From an optimization exercise on the open Yosys and OpenROAD flow, aimed at small area, a short achievable clock period and few clock cycles; shortcuts taken in it are not production practice.
At most, simulation tests tie the RTL to the original design; equivalence was not proved.
Power is estimated from default activity; no workload was simulated.

the reference run:
Design h1_codec, start of the top module:
module h1_codec (
    input  wire        clk,
    input  wire        rst,
    input  wire        cmd_valid,
    output wire        cmd_ready,
    input  wire [3:0]  cmd_code,
    input  wire        cmd_is_server,
    input  wire [2:0]  cmd_n,
    input  wire [15:0] cmd_len,
    input  wire [31:0] cmd_a,
    input  wire [31:0] cmd_b,
    input  wire        din_valid,
    output wire        din_ready,
    input  wire [31:0] din_data,
    output wire        rsp_valid,
    input  wire        rsp_ready,
    output wire [2:0]  rsp_status,
    output wire [31:0] rsp_data,
    output wire [31:0] rsp_data2,
    output wire [4:0]  rsp_info
);
Settings: LEC_CHECK=0, ABC_CLOCK_PERIOD_IN_PS=2000, CAP_MARGIN=20, CORE_MARGIN=2, CORE_UTILIZATION=40, PLACE_DENSITY=0.6, SETUP_SLACK_MARGIN=2.6, SLEW_MARGIN=20, TNS_END_PERCENT=10; clock period 5.0 ns.
standard.sh (not shown) runs the stock make flow with config.mk's settings and CLKGATE_MAP_FILE= SYNTH_SCRIPT=/design/flow/synth_recipe.tcl, a recipe that flattens the netlist after the stock synthesis.
==> flow/flow/run.sh <==
#!/bin/bash
# Layout flow: the standard flow (standard.sh: ORFS synthesis to the
# final layout, unchanged), with the I/O port buffers that global placement
# inserts made from sky130_fd_sc_hd__buf_1 instead of the resizer's default
# pick. Every port still gets its own buffer. The full output of the ORFS
# run goes to flow_standard.log in this folder; each tool's own log is kept
# by ORFS under orfs/logs/.
set -euo pipefail
export BUFFER_PORTS_ARGS="-buffer_cell sky130_fd_sc_hd__buf_1"
bash standard.sh > flow_standard.log 2>&1
Testbench counts of the reference run, summed over its fixed seeds: cycles 77,486.
Input-level comparison between the trial run and the reference run:
--- a/flow/design.v
+++ b/flow/design.v
@@ -324,15 +324,12 @@
     wire [8:0]  seq_lo   = {1'b0, rem_proc[7:0]} - {1'b0, dreg[7:0]};
     wire [7:0]  seq_hi   = rem_proc[15:8] - dreg[15:8] - {7'd0, seq_bo};
     wire        seq_lt   = (rem_proc[14:0] < dreg[14:0]);
     wire        seq_ne   = (rem_proc[14:0] != dreg[14:0]);
     wire crc_hold = !(c_full || c_byte || s_exec2 || (s_exec && op_read) ||
                       s_idle || rtake || (c_trl && d_last));
-    wire rp_hold = !(cmd_ready_r || s_data || (s_exec && op_seq));
-    wire d_shift = byte_now && !din_ready_r && !cmd_ready_r;
-    wire d_hold  = !(cmd_ready_r || din_ready_r || byte_now);
     wire s_data_nx  = t_direct ? i_crc : (s_data && !data_end) || (go_n && op_crc);
     wire s_exec_nx  = t_direct ? (i_seq || i_read) : (go_n && !op_crc);
     wire s_exec2_nx = s_exec && op_seq;
     wire s_pend_nx  = (take && !direct) || (s_pend && !rsp_ready);
     wire s_resp_nx  = t_direct ? !i_crc && !i_seq && !i_read :
                       !take && ((s_data && data_end) || (s_exec && !op_seq) || s_exec2 ||
@@ -440,20 +437,12 @@
         end
         crc_n <= ({32{c_full}} & ~t32_out) |
                  ({32{c_byte}} & ~byte_out) |
                  ({32{s_exec2}} & {{16{seq_neg}}, seq_hi, rem_proc[7:0]}) |
                  ({32{s_exec && op_read}} & cfg_seed_v) |
                  ({32{crc_hold}} & crc_n);
-        rem_proc <= ({16{cmd_ready_r}} & (i_seq ? cmd_b[15:0] : cmd_len)) |
-                    ({16{s_data}} & proc_nx) |
-                    ({16{s_exec && op_seq}} & {rem_proc[15:8], seq_lo[7:0]}) |
-                    ({16{rp_hold}} & rem_proc);
-        dreg     <= ({32{cmd_ready_r}} & cmd_a) |
-                    ({32{din_ready_r}} & din_data) |
-                    ({32{d_shift}} & {8'd0, dreg[31:8]}) |
-                    ({32{d_hold}} & dreg);
         if (take && i_load && !i_nbad) begin
             cfg_srv   <= cmd_is_server;
             cfg_proto <= cmd_b;
             cfg_seed  <= cmd_a;
             cfg_len   <= cmd_n;
         end
@@ -470,22 +459,30 @@
             op_load  <= i_load;
             op_read  <= i_read;
             err      <= i_err;
             nreg     <= (i_crc && !i_ver) ? 3'd0 : cmd_n;
             drain    <= i_drain;
             ok_r     <= 1'b1;
+            dreg     <= cmd_a;
             dfull    <= 1'b1;
             dseed    <= 1'b1;
             dlane    <= 2'd0;
+            rem_proc <= i_seq ? cmd_b[15:0] : cmd_len;
         end else begin
-            if (s_data)
+            if (s_data) begin
+                rem_proc <= proc_nx;
                 ok_r     <= ok_next;
+            end
+            if (s_exec && op_seq)
+                rem_proc[7:0] <= seq_lo[7:0];
             if (din_ready_r) begin
+                dreg     <= din_data;
                 dfull    <= nf_full;
                 dseed    <= 1'b0;
                 dlane    <= 2'd0;
             end else if (byte_now) begin
+                dreg     <= dreg >> 8;
                 dlane    <= dlane_n;
             end
         end
     end
 endmodule
[summary]
- Going from the reference run to the trial run, the minimum setup slack in the final design was found to have gone up by 0.023 ns.
- Summary — sequential element share of the synthesized area, the trial run relative to the reference run: higher, by 2.9 points.
- As far as clock tree cell share of total cell area is concerned, the reference run and the trial run perform about the same.
- Fraction of power consumed by combinational cells is lower on the trial run
- Diff the reference run -> the trial run | met3 capacity usage during global routing | decrease of 0.77 points
Testbench counts of the trial run, summed over its fixed seeds: cycles 77,486.


## job 101
Another version of the RTL of h1_codec (not shown whole).
For scale: about 200 I/O pins, roughly 13,000 um^2 of cells after synthesis.
## h1_codec
module h1_codec (
    input  wire        clk,
    input  wire        rst,
    input  wire        cmd_valid,
    output wire        cmd_ready,
    input  wire [3:0]  cmd_code,
    input  wire        cmd_is_server,
    input  wire [2:0]  cmd_n,
    input  wire [15:0] cmd_len,
    input  wire [31:0] cmd_a,
    input  wire [31:0] cmd_b,
    input  wire        din_valid,
    output wire        din_ready,
    input  wire [31:0] din_data,
    output wire        rsp_valid,
    input  wire        rsp_ready,
    output wire [2:0]  rsp_status,
    output wire [31:0] rsp_data,
    output wire [31:0] rsp_data2,
    output wire [4:0]  rsp_info
);
Settings: LEC_CHECK=0, ABC_CLOCK_PERIOD_IN_PS=2000, CAP_MARGIN=20, CORE_MARGIN=2, CORE_UTILIZATION=40, PLACE_DENSITY=0.6, SETUP_SLACK_MARGIN=2.6, SLEW_MARGIN=20; clock period 5.0 ns.
==> flow/flow/run.sh <==
#!/bin/bash
# Layout flow: the standard flow (standard.sh: ORFS synthesis to the
# final layout, unchanged), with the I/O port buffers that global placement
# inserts made from sky130_fd_sc_hd__buf_2 instead of the resizer's default
# pick. Every port still gets its own buffer. The full output of the ORFS
# run goes to flow_standard.log in this folder; each tool's own log is kept
# by ORFS under orfs/logs/.
set -euo pipefail
export BUFFER_PORTS_ARGS="-buffer_cell sky130_fd_sc_hd__buf_2"
bash standard.sh > flow_standard.log 2>&1
Testbench counts of job 101, summed over its fixed seeds: cycles 77,486.
Modified inputs, job 102 compared to job 101
--- a/flow/design.v
+++ b/flow/design.v
@@ -290,37 +290,36 @@
     wire        c_byte_f = !nf_full && cov_n;
     wire        c_trl_f  = !nf_full && !cov_n;
     wire        rdy_n    = s_data && !data_end &&
                            (dvalid_n ? (need_c && ((dlane_n == 2'd3) || one_n)) : need_e);
     wire        rdy_f    = need_f && nf_full;
     wire [8:0]  seq_lo   = {1'b0, rem_proc[7:0]} - {1'b0, dreg[7:0]};
     wire [7:0]  seq_hi   = rem_proc[15:8] - dreg[15:8] - {7'd0, seq_bo};
     wire        seq_lt   = (rem_proc[14:0] < dreg[14:0]);
     wire        seq_ne   = (rem_proc[14:0] != dreg[14:0]);
-    wire crc_hold = !(c_full || c_byte || s_exec2 || (s_exec && op_read) ||
-                      s_idle || rtake || (c_trl && d_last));
     wire s_data_nx  = t_direct ? i_crc : (s_data && !data_end) || (go_n && op_crc);
     wire s_exec_nx  = t_direct ? (i_seq || i_read) : (go_n && !op_crc);
     wire s_exec2_nx = s_exec && op_seq;
     wire s_pend_nx  = (take && !direct) || (s_pend && !rsp_ready);
     wire s_resp_nx  = t_direct ? !i_crc && !i_seq && !i_read :
                       !take && ((s_data && data_end) || (s_exec && !op_seq) || s_exec2 ||
                                 (s_resp && !rsp_ready));
     wire s_idle_nx  = !take && (s_idle || (s_resp && rsp_ready));
     always @(posedge clk) begin
         if (rst) begin
             cfg_vld      <= 1'b0;
             s_idle       <= 1'b1;
             s_data       <= 1'b0;
             s_exec       <= 1'b0;
             s_exec2      <= 1'b0;
             s_resp       <= 1'b0;
             s_pend       <= 1'b0;
+            crc_n        <= 32'd0;
             dvalid       <= 1'b0;
             rsp_valid_r  <= 1'b0;
             cmd_ready_r  <= 1'b0;
             din_ready_r  <= 1'b0;
             c_full       <= 1'b0;
             c_byte       <= 1'b0;
             c_trl        <= 1'b0;
             d_last       <= 1'b0;
         end else begin
@@ -364,18 +363,28 @@
                 din_ready_r <= t_direct && i_crc && i_len_nz;
             else if (go_n)
                 din_ready_r <= op_crc && pnz;
             else if (din_fire)
                 din_ready_r <= rdy_f;
             else
                 din_ready_r <= rdy_n;
             if (take && i_load && !i_nbad)
                 cfg_vld <= 1'b1;
+            if (c_full)
+                crc_n <= ~t32_out;
+            else if (c_byte)
+                crc_n <= ~byte_out;
+            else if (s_exec2)
+                crc_n <= {{16{seq_neg}}, seq_hi, rem_proc[7:0]};
+            else if (s_exec && op_read)
+                crc_n <= cfg_seed_v;
+            else if (rtake || (c_trl && d_last))
+                crc_n <= 32'd0;
             if (data_end) begin
                 rsp_status_r <= err;
                 rsp_info_r   <= {4'd0, op_ver && (err == ST_OK) && ok_next};
                 sel_cfg      <= 1'b0;
                 rsp_is_read  <= 1'b0;
             end
             if (s_exec) begin
                 rsp_status_r <= op_load ? ((nreg > 3'd4) ? ST_INVALID : ST_OK) :
                                 (op_read || op_seq) ? ST_OK : ST_ILLEGAL;
@@ -400,36 +409,31 @@
             else if (s_exec2)
                 cmd_ready_r <= 1'b1;
             else if (s_resp)
                 cmd_ready_r <= rsp_ready || !rsp_is_read;
             else if (s_idle)
                 cmd_ready_r <= 1'b1;
             else
                 cmd_ready_r <= 1'b0;
         end
-        crc_n <= ({32{c_full}} & ~t32_out) |
-                 ({32{c_byte}} & ~byte_out) |
-                 ({32{s_exec2}} & {{16{seq_neg}}, seq_hi, rem_proc[7:0]}) |
-                 ({32{s_exec && op_read}} & cfg_seed_v) |
-                 ({32{crc_hold}} & crc_n);
         if (take && i_load && !i_nbad) begin
             cfg_srv   <= cmd_is_server;
             cfg_proto <= cmd_b;
             cfg_seed  <= cmd_a;
             cfg_len   <= cmd_n;
         end
         trl_idx <= proc_nx[1:0] - 2'd1;
         if (s_exec) begin
             seq_neg <= (rem_proc[15] ^ dreg[15] ^ seq_lt) && seq_ne;
             seq_eq <= (rem_proc == dreg[15:0]);
             seq_bo <= seq_lo[8];
         end
-        if (cmd_ready_r) begin
+        if (take) begin
             op_crc   <= i_crc;
             op_ver   <= i_ver;
             op_seq   <= i_seq;
             op_load  <= i_load;
             op_read  <= i_read;
             err      <= i_err;
             nreg     <= (i_crc && !i_ver) ? 3'd0 : cmd_n;
             drain    <= i_drain;
             ok_r     <= 1'b1;
@@ -439,19 +443,19 @@
             dlane    <= 2'd0;
             rem_proc <= i_seq ? cmd_b[15:0] : cmd_len;
         end else begin
             if (s_data) begin
                 rem_proc <= proc_nx;
                 ok_r     <= ok_next;
             end
             if (s_exec && op_seq)
                 rem_proc[7:0] <= seq_lo[7:0];
-            if (din_ready_r) begin
+            if (din_fire) begin
                 dreg     <= din_data;
                 dfull    <= nf_full;
                 dseed    <= 1'b0;
                 dlane    <= 2'd0;
             end else if (byte_now) begin
                 dreg     <= dreg >> 8;
                 dlane    <= dlane_n;
             end
         end
Findings:
The via count reported for job 102 is higher than the one for job 101.
Share of cell area taken by flip-flops and latches (lower): job 102
Job 102: number of clock-tree buffers in the layout 2 below job 101
Measured against job 101, the sequential group power of job 102 comes out at 0.902 times the reference value.
Re slack of the critical path: job 101 was higher than job 102.
The post-route fraction of the period consumed by the critical path of job 102 is higher than that of job 101.
Full die area delta (job 102 -> job 101): insignificant
| global-route usage over all layers | job 102 vs job 101 | 0.57 points higher |
Of job 102 and job 101, the lower fraction of power consumed by combinational cells belongs to job 102.
Between job 102 and job 101, the count of distinct cell types in the synthesized netlist is higher for job 101.
Only the layout flow was run in job 102; the RTL was not checked for function there.

separate check: timing with driven ports:
The flow's constraints put no driver on any port. The routed layouts listed below were extracted and timed again, unchanged, in two steps. Step 1 assumes that a clkbuf_16 drives the clock port and a buf_2 every other input. Step 2 adds t to the input delays and takes it off the output delays; t is the mean of the earliest and latest rising clock arrival at the registers after step 1. Input paths then give back, and output paths get back, about the clock's delay inside the block. Three values: ideal ports, drivers, drivers and shift; two values: the first two.
run | t (ns) | setup slack, ns | hold WS [ns] | worst setup path after step 2 | worst data-port slew with drivers (ns)
the reference run | 0.508 | 2.491 / 2.491 / 2.080 | 0.473 / 0.473 / 0.473 | input to register | 0.06
the trial run | 0.505 | 2.514 / 2.522 / 2.031 | 0.468 / 0.468 / 0.468 | input to register | 0.04
job 101 | 0.504 | 2.508 / 2.508 / 2.153 | 0.491 / 0.491 / 0.491 | input to register | 0.07
job 102 | 0.499 | 2.429 / 2.429 / 2.136 | 0.476 / 0.476 / 0.476 | input to register | 0.06
After both steps setup and hold are still met in every run listed. The setup slack of the trial run, which loses most, moves by +0.008 ns with the drivers and by -0.483 ns with both steps.
